Background: an optimization exercise with open tools, aiming at small area. Do not read the settings as production practice. In this exercise RTL edits were held to simulation tests only and were not proved equivalent to the original.

==> 06-14: inputs <==
Design slpc, start of the top module:
module slpc (
    input  wire        clk,
    input  wire        rst_n,
    input  wire        bus_sel,
    input  wire        bus_we,
    input  wire [8:0]  bus_addr,
    input  wire [31:0] bus_wdata,
    output wire [31:0] bus_rdata,
    input  wire        line_i,
    output wire        line_o
);
make LEC_CHECK=0 CAP_MARGIN=20 CORE_MARGIN=2 CORE_UTILIZATION=40 GPL_TIMING_DRIVEN=0 SLEW_MARGIN=20 SYNTH_HIERARCHICAL=1 SYNTH_MINIMUM_KEEP_SIZE=0 finish   # period 10.0 ns
run.sh (not shown) runs the stock make flow with config.mk's settings and CLKGATE_MAP_FILE= SYNTH_SCRIPT=/design/flow/synth_recipe.tcl, a recipe that flattens the netlist after the stock synthesis.
==> 06-23 (differences from 06-14) <==
--- a/flow/design.v
+++ b/flow/design.v
@@ -5,16 +5,23 @@
     assign y = ~((a1 & a2) | (b1 & b2) | (c1 & c2));
 endmodule
 module slpc_oai22 (
     input  wire a1, a2, b1, b2,
     output wire y
 );
     assign y = ~((a1 | a2) & (b1 | b2));
 endmodule
+module slpc_ha (
+    input  wire a, b,
+    output wire s, c
+);
+    assign s = a ^ b;
+    assign c = a & b;
+endmodule
 module slpc (
     input  wire        clk,
     input  wire        rst_n,
     input  wire        bus_sel,
     input  wire        bus_we,
     input  wire [8:0]  bus_addr,
     input  wire [31:0] bus_wdata,
     output wire [31:0] bus_rdata,
@@ -57,44 +64,69 @@
     reg          drive_a;
     reg  [2:0]   cur_op;                   
     reg  [2:0]   phase;
     reg          line_st;
     reg          done, rx_timeout, idle_timeout, pad_early;
     reg          err_busy, err_op, err_len;
     reg  [31:0]  idle_cnt;
     reg          idle_ge;                  
-    reg  [7:0]   arg_l;
-    reg  [4:0]   len_l;                    
+    reg  [7:0]   argl;                     
     reg  [15:0]  tmr;
     reg  [15:0]  sub;
-    reg          tx_in_sync, tx_mark;
-    reg  [7:0]   tx_pos;                   
-    reg  [1:0]   rx_sub;
-    reg  [15:0]  rx_width;
+    reg  [1:0]   ms;
+    reg  [15:0]  wp;
     reg  [4:0]   rx_count;
     reg  [1:0]   rx_state;
     reg  [2:0]   rx_bitidx;
-    reg  [7:0]   rx_acc;
+    reg  [7:1]   rx_acc;                   
     reg  [15:0]  last_width;
     reg  [2:0]   last_class;
     reg  [7:0]   txq [0:31];               
     reg  [7:0]   rxq [0:15];               
     reg  [3:0]   rot_hi;                   
     reg          tx_bitval;                
+    wire         tx_in_sync = ms[1];
+    wire         tx_mark    = ms[0];
+    wire [1:0]   rx_sub     = ms;
+    wire [7:0]   tx_pos     = wp[7:0];
+    wire [15:0]  rx_width   = wp;
+    wire [7:0]   arg_l      = argl;
+    wire [4:0]   len_l      = argl[4:0];
     wire         busy = |cur_op;
     wire         tick = presc;
     wire         l_a  = ~sync2;
     assign line_o = ~(rst_n & drive_a);
     wire ph_idle = (phase == PH_IDLE);
     wire ph_tx   = (phase == PH_TX);
     wire ph_pad  = (phase == PH_PAD);
     wire ph_rx   = (phase == PH_RX);
     wire op_send = (cur_op == OP_SEND);
-    wire [32:0] idle_inc = {1'b0, idle_cnt} + {32'd0, tick};
+    wire [31:0] idle_sum;
+    wire [32:0] idle_c;
+    wire [15:0] tmr_sum, sub_sum, width_sum;
+    wire [16:0] tmr_c, sub_c, width_c;
+    wire        w_inc;
+    wire        tx_inc;
+    assign idle_c[0]  = tick;
+    assign tmr_c[0]   = tick;
+    assign sub_c[0]   = tick;
+    assign width_c[0] = w_inc | tx_inc;
+    genvar gc;
+    generate
+        for (gc = 0; gc < 32; gc = gc + 1) begin : g_idle_inc
+            slpc_ha u_ha (.a(idle_cnt[gc]), .b(idle_c[gc]), .s(idle_sum[gc]), .c(idle_c[gc + 1]));
+        end
+        for (gc = 0; gc < 16; gc = gc + 1) begin : g_inc
+            slpc_ha u_tmr   (.a(tmr[gc]),      .b(tmr_c[gc]),   .s(tmr_sum[gc]),   .c(tmr_c[gc + 1]));
+            slpc_ha u_sub   (.a(sub[gc]),      .b(sub_c[gc]),   .s(sub_sum[gc]),   .c(sub_c[gc + 1]));
+            slpc_ha u_width (.a(wp[gc]),       .b(width_c[gc]), .s(width_sum[gc]), .c(width_c[gc + 1]));
+        end
+    endgenerate
+    wire        idle_sat = idle_c[32];     
     wire        idle_now = ~l_a & (idle_ge | (idle_cnt[9:0] == M_READY));
     wire        poll0      = (sub[3:0] == 4'd0);
     wire        poll9      = sub[3] & sub[0];
     wire        idle_total = (tmr & M_TOTAL) == M_TOTAL;
     wire        idle_end   = poll0 & (idle_now | idle_total);
     wire        idle_to    = poll0 & ~idle_now & idle_total;
     wire        gap_filled = (tmr >= M_GAP);
     wire        rx_to      = (tmr & M_RXTO) == M_RXTO;
@@ -202,23 +234,28 @@
         end
     endgenerate
     wire tmr_clr = c_accept || tx_start;
     wire sub_clr = c_accept ||
                    (tick && (((ph_idle || ph_pad) && poll9) || tx_start ||
                              (ph_tx && tx_seg_end) ||
                              (ph_rx && (rx_deliver || win_to))));
     wire w_start = tick && ph_rx && (rx_sub == SUB_WAIT_EDGE) && l_a;
-    wire w_inc   = tick && ph_rx && (rx_sub == SUB_IN_PULSE) && l_a;
+    wire tx_go   = c_accept && (c_op == 4'h2 || c_op == 4'h3 || c_op == 4'h4);
+    wire wp_clr  = tx_go || tx_start;
+    assign tx_inc = tick && ph_tx && tx_seg_end && !tx_mark && !tx_in_sync;
+    assign w_inc = tick && ph_rx && (rx_sub == SUB_IN_PULSE) && l_a;
     always @(posedge clk) begin
-        tmr      <= tmr_clr ? 16'd0 : tmr + {15'd0, tick};
-        sub      <= sub_clr ? 16'd0 : sub + {15'd0, tick};
-        rx_width <= w_start ? 16'd1 : rx_width + {15'd0, w_inc};
+        tmr      <= tmr_clr ? 16'd0 : tmr_sum;
+        sub      <= sub_clr ? 16'd0 : sub_sum;
+        if (wp_clr)       wp <= 16'd0;
+        else if (w_start) wp <= 16'd1;
+        else              wp <= width_sum;
         if (!rst_n || (tick && l_a)) idle_cnt <= 32'd0;
-        else                         idle_cnt <= idle_inc[31:0] | {32{idle_inc[32]}};
+        else                         idle_cnt <= idle_sum | {32{idle_sat}};
     end
     always @(posedge clk) begin
         if (!rst_n) begin
             presc        <= 1'b0;
             sync1        <= 1'b1;
             sync2        <= 1'b1;
             drive_a      <= 1'b0;
             line_st      <= 1'b0;
@@ -230,80 +267,73 @@
             phase        <= PH_NONE;
             err_busy     <= 1'b0;
             err_op       <= 1'b0;
             err_len      <= 1'b0;
             idle_ge      <= 1'b0;
             rx_count     <= 5'd0;
             rx_state     <= RX_WAITSYNC;
             rx_bitidx    <= 3'd0;
-            rx_acc       <= 8'd0;
+            rx_acc       <= 7'd0;
             last_width   <= 16'd0;
             last_class   <= CL_NONE;
         end else begin
             sync1 <= line_i;
             sync2 <= sync1;
             presc <= ~presc;
             if (tick) begin
                 line_st  <= l_a;
                 idle_ge  <= idle_now;
                 drive_a  <= ph_tx && tx_mark;
                 case (phase)
                     PH_IDLE: begin
                         if (idle_end) begin
                             if (idle_to) idle_timeout <= 1'b1;
                             if (op_send) begin
                                 phase      <= PH_TX;
-                                tx_in_sync <= 1'b1;
-                                tx_mark    <= 1'b1;
-                                tx_pos     <= 8'd0;
+                                ms         <= 2'b11;
                             end
                         end
                     end
                     PH_TX: begin
                         if (tx_seg_end) begin
-                            if (tx_mark) begin
-                                tx_mark <= 1'b0;
-                            end else begin
-                                tx_in_sync <= 1'b0;
-                                tx_mark    <= 1'b1;
-                                if (!tx_in_sync) tx_pos <= tx_pos + 8'd1;
-                            end
+                            if (tx_mark) ms <= {tx_in_sync, 1'b0};
+                            else         ms <= 2'b01;
                         end
                         if (tx_last && op_send) begin
                             if (!gap_filled && l_a) pad_early <= 1'b1;
                             if (!send_end) phase <= PH_PAD;
                         end
                     end
                     PH_PAD: begin
                         if (poll9 && !gap_filled && l_a) pad_early <= 1'b1;
                     end
                     PH_RX: begin
                         case (rx_sub)
-                            SUB_WAIT_LOW:  if (!l_a) rx_sub <= SUB_WAIT_EDGE;
-                            SUB_WAIT_EDGE: if (l_a)  rx_sub <= SUB_IN_PULSE;
-                            default:       if (!l_a) rx_sub <= SUB_WAIT_EDGE;
+                            SUB_WAIT_LOW:  if (!l_a) ms <= SUB_WAIT_EDGE;
+                            SUB_WAIT_EDGE: if (l_a)  ms <= SUB_IN_PULSE;
+                            default:       if (!l_a) ms <= SUB_WAIT_EDGE;
                         endcase
                         if (rx_deliver) begin
                             last_width <= rx_width;
                             last_class <= rx_class;
                             if (rx_state == RX_WAITSYNC) begin
                                 if (rx_class == CL_SYNC) rx_state <= RX_ACCUM;
                             end else if (rx_state == RX_ACCUM) begin
                                 rx_bitidx <= rx_bitidx + 3'd1;
                                 if (rx_bitidx == 3'd7) begin
                                     rx_count <= rx_count + 5'd1;
-                                    rx_acc   <= 8'd0;
+                                    rx_acc   <= 7'd0;
                                     if (rx_to_done) rx_state <= RX_DONE;
                                 end else begin
                                     rx_acc[~rx_bitidx] <= rx_bit;
                                 end
                             end
                         end else if (win_to) begin
-                            rx_sub <= l_a ? SUB_WAIT_LOW : SUB_WAIT_EDGE;
+                            ms <= l_a ? SUB_WAIT_LOW : SUB_WAIT_EDGE;
                         end
                         if (!(rx_state == RX_DONE || rx_to_done) && rx_to)
                             rx_timeout <= 1'b1;
                     end
                     default: ;
                 endcase
                 if (fin_ph) begin
                     cur_op <= OP_NOP;
@@ -317,31 +347,30 @@
                 else if (!c_len_ok)       err_len  <= 1'b1;
             end
             if (c_accept) begin
                 cur_op       <= c_op[2:0];
                 done         <= 1'b0;
                 rx_timeout   <= 1'b0;
                 idle_timeout <= 1'b0;
                 pad_early    <= 1'b0;
-                arg_l        <= c_arg;
-                len_l        <= c_len[4:0];
-                tx_in_sync   <= (c_op != 4'h3);
-                tx_mark      <= 1'b1;
-                tx_pos       <= 8'd0;
+                argl         <= (c_op == 4'h3) ? c_arg : {3'd0, c_len[4:0]};
                 case (c_op)
                     4'h1, 4'h5: phase <= PH_IDLE;
-                    4'h2, 4'h3, 4'h4: phase <= PH_TX;
+                    4'h2, 4'h3, 4'h4: begin
+                        phase <= PH_TX;
+                        ms    <= {(c_op != 4'h3), 1'b1};
+                    end
                     default: begin  
                         phase      <= PH_RX;
                         rx_count   <= 5'd0;
                         rx_bitidx  <= 3'd0;
-                        rx_acc     <= 8'd0;
+                        rx_acc     <= 7'd0;
                         rx_state   <= (c_len == 6'd0) ? RX_DONE : RX_WAITSYNC;
-                        rx_sub     <= SUB_WAIT_LOW;
+                        ms         <= SUB_WAIT_LOW;
                         last_width <= 16'd0;
                         last_class <= CL_NONE;
                     end
                 endcase
             end
             if (wr_stat) begin
                 if (bus_wdata[16]) err_busy <= 1'b0;
                 if (bus_wdata[17]) err_op   <= 1'b0;
@@ -351,17 +380,17 @@
         end
     end
     wire        rd    = bus_sel && !bus_we;
     wire        rd_tx = rd && (waddr[6:5] == 2'b10);
     wire        rd_rx = rd && (waddr[6:4] == 3'b110);
     wire [31:0] status = {13'd0, err_len, err_op, err_busy, 1'b0, phase,
                           pad_early, idle_timeout, rx_timeout, done,
                           1'b0, cur_op, 1'b0, idle_ge, line_st, busy};
-    wire [31:0] rxstat = {8'd0, rx_acc, 1'b0, rx_bitidx, 2'd0, rx_state,
+    wire [31:0] rxstat = {8'd0, rx_acc, 1'b0, 1'b0, rx_bitidx, 2'd0, rx_state,
                           3'd0, rx_count};
     wire [31:0] rxpulse = {13'd0, last_class, last_width};
     wire [19:0] te_s;
     wire [7:0]  te_d [0:19];
     wire [15:0] to_s;
     wire [7:0]  to_d [0:15];
     wire [15:0] tr_s;
     wire [7:0]  tr_d [0:15];
==> flow/flow/run.sh (new file) <==
#!/bin/bash
# The standard ORFS layout (the standard.sh, standard synthesis unchanged) with
# layout options: input/output port buffers use sky130_fd_sc_hd__buf_1, the clock
# tree is built without dummy loads and with larger sink clusters, and the buffers
# that synthesis inserted are removed at floorplan (repair_design re-buffers as needed).
# ORFS writes each step's full log under orfs/logs/; make's own output goes to
# standard.log in this folder.
set -e
cat >> config.mk <<'EOF'
export BUFFER_PORTS_ARGS = -buffer_cell sky130_fd_sc_hd__buf_1
export CTS_ARGS = -sink_clustering_enable -repair_clock_nets -dont_use_dummy_load -buf_list sky130_fd_sc_hd__clkbuf_8 -sink_clustering_size 16 -sink_clustering_max_diameter 60
export REMOVE_ABC_BUFFERS = 1
EOF
bash standard.sh > standard.log 2>&1
==> flow/standard.sh (new file) <==
#!/bin/bash
# synth_recipe.tcl (not shown) runs the flow's synth.tcl, then flattens the netlist and writes it again
# the make line also repeats each setting of config.mk as NAME=value (left out here)
make -C /OpenROAD-flow-scripts/flow DESIGN_CONFIG=/design/flow/config.mk WORK_HOME=/design/flow/orfs CLKGATE_MAP_FILE= SYNTH_SCRIPT=/design/flow/synth_recipe.tcl "${@:-finish}"
BUFFER_PORTS_ARGS = -buffer_cell sky130_fd_sc_hd__buf_1   (was unset)
CORE_UTILIZATION = 55   (was 40)
CTS_ARGS = -sink_clustering_enable -repair_clock_nets -dont_use_dummy_load -buf_list sky130_fd_sc_hd__clkbuf_8 -sink_clustering_size 16 -sink_clustering_max_diameter 60   (was unset)
REMOVE_ABC_BUFFERS = 1   (was unset)
removed: flow/run.sh
==> 02-06 (differences from 06-14) <==
--- a/flow/design.v
+++ b/flow/design.v
@@ -5,16 +5,23 @@
     assign y = ~((a1 & a2) | (b1 & b2) | (c1 & c2));
 endmodule
 module slpc_oai22 (
     input  wire a1, a2, b1, b2,
     output wire y
 );
     assign y = ~((a1 | a2) & (b1 | b2));
 endmodule
+module slpc_ha (
+    input  wire a, b,
+    output wire s, c
+);
+    assign s = a ^ b;
+    assign c = a & b;
+endmodule
 module slpc (
     input  wire        clk,
     input  wire        rst_n,
     input  wire        bus_sel,
     input  wire        bus_we,
     input  wire [8:0]  bus_addr,
     input  wire [31:0] bus_wdata,
     output wire [31:0] bus_rdata,
@@ -84,17 +91,37 @@
     wire         tick = presc;
     wire         l_a  = ~sync2;
     assign line_o = ~(rst_n & drive_a);
     wire ph_idle = (phase == PH_IDLE);
     wire ph_tx   = (phase == PH_TX);
     wire ph_pad  = (phase == PH_PAD);
     wire ph_rx   = (phase == PH_RX);
     wire op_send = (cur_op == OP_SEND);
-    wire [32:0] idle_inc = {1'b0, idle_cnt} + {32'd0, tick};
+    wire [31:0] idle_sum;
+    wire [32:0] idle_c;
+    wire [15:0] tmr_sum, sub_sum, width_sum;
+    wire [16:0] tmr_c, sub_c, width_c;
+    wire        w_inc;
+    assign idle_c[0]  = tick;
+    assign tmr_c[0]   = tick;
+    assign sub_c[0]   = tick;
+    assign width_c[0] = w_inc;
+    genvar gc;
+    generate
+        for (gc = 0; gc < 32; gc = gc + 1) begin : g_idle_inc
+            slpc_ha u_ha (.a(idle_cnt[gc]), .b(idle_c[gc]), .s(idle_sum[gc]), .c(idle_c[gc + 1]));
+        end
+        for (gc = 0; gc < 16; gc = gc + 1) begin : g_inc
+            slpc_ha u_tmr   (.a(tmr[gc]),      .b(tmr_c[gc]),   .s(tmr_sum[gc]),   .c(tmr_c[gc + 1]));
+            slpc_ha u_sub   (.a(sub[gc]),      .b(sub_c[gc]),   .s(sub_sum[gc]),   .c(sub_c[gc + 1]));
+            slpc_ha u_width (.a(rx_width[gc]), .b(width_c[gc]), .s(width_sum[gc]), .c(width_c[gc + 1]));
+        end
+    endgenerate
+    wire        idle_sat = idle_c[32];     
     wire        idle_now = ~l_a & (idle_ge | (idle_cnt[9:0] == M_READY));
     wire        poll0      = (sub[3:0] == 4'd0);
     wire        poll9      = sub[3] & sub[0];
     wire        idle_total = (tmr & M_TOTAL) == M_TOTAL;
     wire        idle_end   = poll0 & (idle_now | idle_total);
     wire        idle_to    = poll0 & ~idle_now & idle_total;
     wire        gap_filled = (tmr >= M_GAP);
     wire        rx_to      = (tmr & M_RXTO) == M_RXTO;
@@ -202,23 +229,23 @@
         end
     endgenerate
     wire tmr_clr = c_accept || tx_start;
     wire sub_clr = c_accept ||
                    (tick && (((ph_idle || ph_pad) && poll9) || tx_start ||
                              (ph_tx && tx_seg_end) ||
                              (ph_rx && (rx_deliver || win_to))));
     wire w_start = tick && ph_rx && (rx_sub == SUB_WAIT_EDGE) && l_a;
-    wire w_inc   = tick && ph_rx && (rx_sub == SUB_IN_PULSE) && l_a;
+    assign w_inc = tick && ph_rx && (rx_sub == SUB_IN_PULSE) && l_a;
     always @(posedge clk) begin
-        tmr      <= tmr_clr ? 16'd0 : tmr + {15'd0, tick};
-        sub      <= sub_clr ? 16'd0 : sub + {15'd0, tick};
-        rx_width <= w_start ? 16'd1 : rx_width + {15'd0, w_inc};
+        tmr      <= tmr_clr ? 16'd0 : tmr_sum;
+        sub      <= sub_clr ? 16'd0 : sub_sum;
+        rx_width <= w_start ? 16'd1 : width_sum;
         if (!rst_n || (tick && l_a)) idle_cnt <= 32'd0;
-        else                         idle_cnt <= idle_inc[31:0] | {32{idle_inc[32]}};
+        else                         idle_cnt <= idle_sum | {32{idle_sat}};
     end
     always @(posedge clk) begin
         if (!rst_n) begin
             presc        <= 1'b0;
             sync1        <= 1'b1;
             sync2        <= 1'b1;
             drive_a      <= 1'b0;
             line_st      <= 1'b0;
==> flow/flow/run.sh (new file) <==
#!/bin/bash
# The standard ORFS layout (the standard.sh, standard synthesis unchanged) with
# two layout options: input/output port buffers use sky130_fd_sc_hd__buf_1, and the
# clock tree is built without dummy loads, with larger sink clusters.
# ORFS writes each step's full log under orfs/logs/; make's own output goes to
# standard.log in this folder.
set -e
cat >> config.mk <<'EOF'
export BUFFER_PORTS_ARGS = -buffer_cell sky130_fd_sc_hd__buf_1
export CTS_ARGS = -sink_clustering_enable -repair_clock_nets -dont_use_dummy_load -sink_clustering_size 24 -sink_clustering_max_diameter 80
EOF
bash standard.sh > standard.log 2>&1
==> flow/standard.sh (new file) <==
#!/bin/bash
# synth_recipe.tcl (not shown) runs the flow's synth.tcl, then flattens the netlist and writes it again
# the make line also repeats each setting of config.mk as NAME=value (left out here)
make -C /OpenROAD-flow-scripts/flow DESIGN_CONFIG=/design/flow/config.mk WORK_HOME=/design/flow/orfs CLKGATE_MAP_FILE= SYNTH_SCRIPT=/design/flow/synth_recipe.tcl "${@:-finish}"
BUFFER_PORTS_ARGS = -buffer_cell sky130_fd_sc_hd__buf_1   (was unset)
CORE_UTILIZATION = 55   (was 40)
CTS_ARGS = -sink_clustering_enable -repair_clock_nets -dont_use_dummy_load -sink_clustering_size 24 -sink_clustering_max_diameter 80   (was unset)
removed: flow/run.sh
==> results_dict.tcl <==
set metrics [dict create \
    status "no timing/DRC/antenna violations" \
    drive_gt1_share_pct 6.72 \
    skew_ns 0.0303 \
    vdd_drop_max_uv 162 \
    synthCells 2406 \
    cts_made_buffers 59 \
    timing.final.ws_setup_ns 0.386 \
    vias 21700 \
    slowest_delay_ns 1.04 \
    yosys-top-cells-area "dfxtp_1 46%, o22ai_1 11%, a222oi_1 5.8%" \
]
[end of results for 06-14]
==> results_dict.tcl <==
set metrics [dict create \
    status "no timing/DRC/antenna violations" \
    timing.final.ws_setup_ns 0.407 \
    slowest_delay_ns 0.81 \
    vias 20600 \
    skew_ns 0.0478 \
    drive_gt1_share_pct 2.95 \
    yosys-top-cells-area "dfxtp_1 47%, o22ai_1 11%, a222oi_1 6.0%" \
    synthCells 2272 \
    cts_made_buffers 30 \
]
[end of results for 02-06]
==> results_dict.tcl <==
set metrics [dict create \
    status "no timing/DRC/antenna violations" \
    synthCells 2260 \
    cts_made_buffers 44 \
    timing.final.ws_setup_ns 0.333 \
    vias 19800 \
    r2r_setup_slack_ns 2.94 \
    vdd_drop_max_uv 137 \
    drive_gt1_share_pct 4.35 \
    yosys-top-cells-area "dfxtp_1 47%, o22ai_1 11%, a222oi_1 5.9%" \
    skew_ns 0.111 \
]
[end of results for 06-23]

## separate check: timing with driven ports
In the flow no input, the clock included, has a driving cell. The finished layouts below were timed again as built, in two steps. Step 1 assumes that a clkbuf_16 drives the clock port and a buf_2 every other input. Step 2 moves the port delays by t, midway between the first and last clock arrival at a register: inputs arrive t later, outputs are due t later. That takes back most of the time a late clock gives input paths. Three values: ideal ports, drivers, drivers and shift; two values: the first two.
| run | t (ns) | setup WS [ns] | hold WS [ns] | latest minus earliest clock arrival (ns) |
|---|---|---|---|---|
| 06-14 | 0.688 | 0.386 / 0.295 / 0.295 | 0.418 / 0.418 / 0.418 | 0.030 / 0.031 |
| 06-23 | 0.678 | 0.333 / 0.279 / 0.279 | 0.409 / 0.409 / 0.409 | 0.111 / 0.111 |
| 02-06 | 0.657 | 0.407 / 0.381 / 0.381 | 0.416 / 0.416 / 0.416 | 0.048 / 0.047 |
After both steps setup and hold are still met in every run listed. For 06-14, which loses most, drivers alone change the setup slack by -0.091 ns; drivers and shift together by -0.091 ns.
